Background: an optimization exercise with open tools, aiming at small area, a short achievable clock period and few clock cycles per item. Do not read the settings as production practice.
At most, simulation tests tie the RTL to the original design; equivalence was not proved.
No activity file was given, so power comes from the tool's default toggle rates.

Design phase_accumulator, start of the top module:
module phase_accumulator #(
    parameter integer CONV_KP = 2,    
    parameter integer CONV_KF = 6     
) (
    input  wire        clk,
    input  wire        rst,           
    input  wire        tick_valid,
    output wire        tick_ready,
    input  wire        cmd_valid,
    output wire        cmd_ready,
    input  wire [7:0]  cmd_op,
    input  wire [31:0] cmd_arg,
    output reg         rsp_valid,
    output reg         rsp_err,
    output reg  [31:0] rsp_data
);
make LEC_CHECK=0 CAP_MARGIN=20 CORE_MARGIN=2 CORE_UTILIZATION=30 PLACE_DENSITY=0.5 SETUP_SLACK_MARGIN=5 SLEW_MARGIN=20 SYNTH_MEMORY_MAX_BITS=32768 finish   # period 12.0 ns
run.sh (not shown) runs the stock make flow with config.mk's settings and CLKGATE_MAP_FILE= SYNTH_SCRIPT=/design/flow/synth_recipe.tcl, a recipe that flattens the netlist after the stock synthesis.
The starting point ran to the end with no violations.
Testbench counts at the start, summed over its fixed seeds: cycles 35,512, cmds 24,000.
Rerun with:
==> flow/flow/run.sh (new file) <==
#!/bin/bash
set -euo pipefail
bash standard.sh SETUP_SLACK_MARGIN=7 finish > standard_flow.log 2>&1
==> flow/standard.sh (new file) <==
#!/bin/bash
# synth_recipe.tcl (not shown) runs the flow's synth.tcl, then flattens the netlist and writes it again
# the make line also repeats each setting of config.mk as NAME=value (left out here)
make -C /OpenROAD-flow-scripts/flow DESIGN_CONFIG=/design/flow/config.mk WORK_HOME=/design/flow/orfs CLKGATE_MAP_FILE= SYNTH_SCRIPT=/design/flow/synth_recipe.tcl "${@:-finish}"
removed: flow/run.sh
Maximum frequency climbs by 18%.
Critical path depth drops by 3.
Non-clock buffer count climbs by 129.
Worst hold slack degrades by 0.023 ns.
Total power barely changes.
Die area is unchanged.
Clock power drops by about 2.6%.
Routed wire length climbs by 3.7%.
Worst setup slack improves by 0.95 ns.

* * *

phase_accumulator, a different RTL version from the one above (not shown whole).
Settings: LEC_CHECK=0, CAP_MARGIN=20, CORE_MARGIN=2, CORE_UTILIZATION=30, CTS_BUF_LIST=sky130_fd_sc_hd__clkbuf_8, PLACE_DENSITY=0.5, SETUP_SLACK_MARGIN=5, SLEW_MARGIN=20, SYNTH_MEMORY_MAX_BITS=32768; clock period 12.0 ns.
standard.sh (not shown) runs the stock make flow with config.mk's settings and CLKGATE_MAP_FILE= SYNTH_SCRIPT=/design/flow/synth_recipe.tcl, a recipe that flattens the netlist after the stock synthesis.
==> flow/flow/run.sh <==
#!/bin/bash
set -euo pipefail
bash standard.sh 'BUFFER_PORTS_ARGS=-buffer_cell sky130_fd_sc_hd__buf_2' SETUP_SLACK_MARGIN=7.5 finish > standard_flow.log 2>&1
Testbench counts at the start, summed over its fixed seeds: cycles 30,469, cmds 24,000.
Next try:
==> flow/flow/run.sh (replaced) <==
#!/bin/bash
set -euo pipefail
bash standard.sh 'BUFFER_PORTS_ARGS=-buffer_cell sky130_fd_sc_hd__buf_2' SETUP_SLACK_MARGIN=8 finish > standard_flow.log 2>&1
Effect: Clock power drops by about 10%. Core utilization climbs by 2.5 points. Power climbs by 3.7%. Design area climbs by 6.8%. Die area is unchanged.

* * *

== oak ==
RTL: one of the versions met above, not the one the previous note started from.
For scale: about 24000 um2 of cells after synthesis.
clock: 12.0 ns
lec_check: 0
cap_margin: 20
core_margin: 2
core_utilization: 30
place_density: 0.5
setup_slack_margin: 5
slew_margin: 20
synth_memory_max_bits: 32768
==> flow/flow/run.sh <==
#!/bin/bash
set -euo pipefail
bash standard.sh SETUP_SLACK_MARGIN=8 finish > standard_flow.log 2>&1
Testbench counts of oak, summed over its fixed seeds: cycles 35,512, cmds 24,000.
The inputs of pine differ from those of oak as listed below.
==> flow/flow/run.sh <==
#!/bin/bash
set -euo pipefail
bash standard.sh SETUP_SLACK_MARGIN=6 finish > standard_flow.log 2>&1
Notes after the runs:
- u_fconv.rem[5] as the endpoint of the most critical setup path was reported by pine, and u_fconv.rem[15] by oak.
- Comparing pine and oak, combinational gate power is lower on pine.
- Diff oak -> pine | time the worst path needs with I/O delays and setup | increase of 200 ps
- Against oak, non-clock buffer count in pine fell by more than half.

* * *

Another version of the RTL of phase_accumulator (not shown whole).
Size in the first run: roughly 2800 cells after synthesis, roughly 22000 um^2 of cells after synthesis.
clock: 12.0 ns
lec_check: 0
cap_margin: 20
core_margin: 2
core_utilization: 30
place_density: 0.5
setup_slack_margin: 5
slew_margin: 20
synth_memory_max_bits: 32768
run.sh (not shown) runs the stock make flow with config.mk's settings and CLKGATE_MAP_FILE= SYNTH_SCRIPT=/design/flow/synth_recipe.tcl, a recipe that flattens the netlist after the stock synthesis.
Stock flow here: none of the scripts above is used.
The first run completed without violations.
==> next run, changes <==
- SETUP_SLACK_MARGIN: 5 -> default
Result: The changed run completed without violations. First-iteration DRC count is lower by 3.0%. Clock power stays flat. Via count is lower by 0.32%. Setup slack loses 460 ps. Routed wire length stays flat. Design area stays flat.
No functional check of the RTL was part of any run of this note.

* * *

## 02-26
Another version of the RTL of phase_accumulator (not shown whole).
Size: roughly 220 flip-flops, about 80 I/O pins.
export LEC_CHECK = 0
export CAP_MARGIN = 20
export CORE_MARGIN = 2
export CORE_UTILIZATION = 30
export PLACE_DENSITY = 0.5
export SETUP_SLACK_MARGIN = 5
export SLEW_MARGIN = 20
export SYNTH_MEMORY_MAX_BITS = 32768
create_clock -name core_clock -period 12.0 [get_ports {clk}]
standard.sh (not shown) runs the stock make flow with config.mk's settings and CLKGATE_MAP_FILE= SYNTH_SCRIPT=/design/flow/synth_recipe.tcl, a recipe that flattens the netlist after the stock synthesis.
==> flow/flow/run.sh <==
#!/bin/bash
set -euo pipefail
bash standard.sh 'BUFFER_PORTS_ARGS=-buffer_cell sky130_fd_sc_hd__buf_4' SETUP_SLACK_MARGIN=7 finish > standard_flow.log 2>&1
02-26 completed every stage of the flow, and the final layout passed the timing, DRC and antenna checks.
Testbench counts of 02-26, summed over its fixed seeds: cycles 35,587, cmds 24,000.
What 12-11 does differently from 02-26 at the input level:
==> flow/flow/run.sh <==
#!/bin/bash
set -euo pipefail
bash standard.sh SETUP_SLACK_MARGIN=7 finish > standard_flow.log 2>&1
==> notes.md <==
- In 12-11 relative to 02-26, number of DRC markers in iteration 0 had gone down by more than 10%.
- On critical path depth: between 12-11 and 02-26, it ends up lower for 02-26.
- In terms of share of the clock period used by the worst path, 12-11 and 02-26 differ only marginally.
- Fraction of area in registers down 0.20 points in 12-11 wrt 02-26
- Setup WNS 02-26 -> 12-11: worse
- 12-11 | status: complete | timing, DRC, antenna: pass
- Wire length of the first global-routing pass, 12-11 and 02-26: larger value in 02-26

* * *

phase_accumulator again, from the RTL that the note above started with.
Settings: LEC_CHECK=0, CAP_MARGIN=20, CORE_MARGIN=2, CORE_UTILIZATION=50, PLACE_DENSITY=0.65, SETUP_SLACK_MARGIN=5, SLEW_MARGIN=20, SYNTH_MEMORY_MAX_BITS=32768; clock period 12.0 ns.
==> flow/flow/run.sh <==
#!/bin/bash
set -euo pipefail
bash standard.sh SETUP_SLACK_MARGIN=7 finish > standard_flow.log 2>&1
The first run passed the timing, DRC and antenna checks.
Testbench counts at the start, summed over its fixed seeds: cycles 35,587, cmds 24,000.
Change:
==> flow/flow/run.sh (replaced) <==
#!/bin/bash
set -euo pipefail
bash standard.sh SETUP_SLACK_MARGIN=6 finish > standard_flow.log 2>&1
Settings changed: CORE_UTILIZATION 50 to 30, PLACE_DENSITY 0.65 to 0.5.
The new run completed with no timing, DRC or antenna violations.
Combinational power falls by 16%.
Power went down by about 5%.
Maximum frequency drops by 3.9%.
Wire length shrinks by 3.4%.
Hold slack gains 0.0038 ns.
Final cell count went up by 6.9%.
Core utilization shrinks by 27 points.
Count of clock-buffer cells in the layout grows by 6.
Worst setup slack is worse by 0.22 ns.
Cell area drops by 5.8%.

* * *

phase_accumulator, a different RTL version from the one above (not shown whole).
Size: about 3100 cells after synthesis, about 80 I/O pins, roughly 23000 um2 of cells after synthesis.
==> flow/config.mk <==
export PLATFORM = sky130hd
export DESIGN_NAME = phase_accumulator
export DESIGN_NICKNAME = phase_accumulator
export VERILOG_FILES = /design/flow/design.v
export SDC_FILE = /design/flow/constraint.sdc
export NUM_CORES = 4
export LEC_CHECK = 0
export CAP_MARGIN = 20
export CORE_MARGIN = 2
export CORE_UTILIZATION = 30
export PLACE_DENSITY = 0.5
export SETUP_SLACK_MARGIN = 5
export SLEW_MARGIN = 20
export SYNTH_MEMORY_MAX_BITS = 32768
==> flow/constraint.sdc <==
create_clock -name core_clock -period 12.0 [get_ports {clk}]
set_input_delay 2.4000 -clock core_clock [delete_from_list [all_inputs] [get_ports {clk}]]
set_output_delay 2.4000 -clock core_clock [all_outputs]
set_load 0.01 [all_outputs]
==> flow/flow/run.sh <==
#!/bin/bash
set -euo pipefail
bash standard.sh 'BUFFER_PORTS_ARGS=-buffer_cell sky130_fd_sc_hd__buf_4' SETUP_SLACK_MARGIN=7 finish > standard_flow.log 2>&1
Testbench counts at the start, summed over its fixed seeds: cycles 35,512, cmds 24,000.
Edit:
==> flow/flow/run.sh (replaced) <==
#!/bin/bash
set -euo pipefail
bash standard.sh SETUP_SLACK_MARGIN=7 finish > standard_flow.log 2>&1
After rerunning: The new run finished clean; core utilization barely changes; power falls by 1.5%; critical path depth came out lower by 4; first-iteration DRC count fell by 9.9%; synthesized area stays the same; die area is unchanged; hold slack gets better by 0.0052 ns; clock-buffer cell count went down by 5; global-route usage drops by 0.19 points; sequential cell count does not change.

## port drivers added, routing unchanged
The flow's constraints put no driver on any port. The routed layouts listed below were extracted and timed again, unchanged, in two steps.
Step 1: set_driving_cell puts a clkbuf_16 on clk and a buf_2 on each other input, an assumption about the parent block.
Step 2 times the ports against the registers' clock, not the clock port: input delays grow and output delays shrink by t, the midpoint of the rising clock arrivals with the driver on.
Three values: ideal ports, drivers, drivers and shift; two values: the first two.
| run | t (ns) | setup WS [ns] | worst hold slack (ns) | worst setup path after step 2 | cell pins on the clock port's net |
|---|---|---|---|---|---|
| the first run of note 1 | 0.657 | 5.633 / 5.633 / 5.633 | 0.465 / 0.465 / 0.465 | register to register | 1 |
| the second run of note 1 | 0.654 | 6.586 / 6.586 / 6.492 | 0.442 / 0.442 / 0.442 | input to register | 1 |
| the first run of note 2 | 0.709 | 7.103 / 7.103 / 7.103 | 0.434 / 0.434 / 0.434 | register to register | 1 |
| the second run of note 2 | 0.697 | 7.116 / 7.116 / 7.116 | 0.435 / 0.435 / 0.435 | register to register | 1 |
| oak | 0.655 | 6.453 / 6.453 / 6.453 | 0.451 / 0.451 / 0.451 | register to register | 1 |
| pine | 0.657 | 6.255 / 6.255 / 5.698 | 0.454 / 0.454 / 0.454 | input to register | 1 |
| the first run of note 4 | 0.641 | 5.391 / 5.391 / 5.391 | 0.439 / 0.439 / 0.439 | register to register | 1 |
| the second run of note 4 | 0.639 | 4.935 / 4.935 / 4.935 | 0.439 / 0.439 / 0.439 | register to register | 1 |
| 02-26 | 0.622 | 6.747 / 6.747 / 6.617 | 0.447 / 0.447 / 0.447 | input to register | 1 |
| 12-11 | 0.615 | 6.737 / 6.737 / 6.469 | 0.441 / 0.441 / 0.441 | input to register | 1 |
| the first run of note 6 | 0.619 | 6.522 / 6.522 / 6.480 | 0.451 / 0.451 / 0.451 | input to register | 1 |
| the second run of note 6 | 0.635 | 6.300 / 6.300 / 5.921 | 0.455 / 0.455 / 0.455 | input to register | 1 |
| the first run of note 7 | 0.651 | 6.764 / 6.764 / 6.602 | 0.447 / 0.447 / 0.447 | input to register | 1 |
| the second run of note 7 | 0.659 | 6.791 / 6.791 / 6.648 | 0.452 / 0.452 / 0.452 | input to register | 1 |
After both steps every run listed still meets setup and hold. The setup slack of pine, which loses most, moves by 0.000 ns with the drivers and by -0.557 ns with both steps.
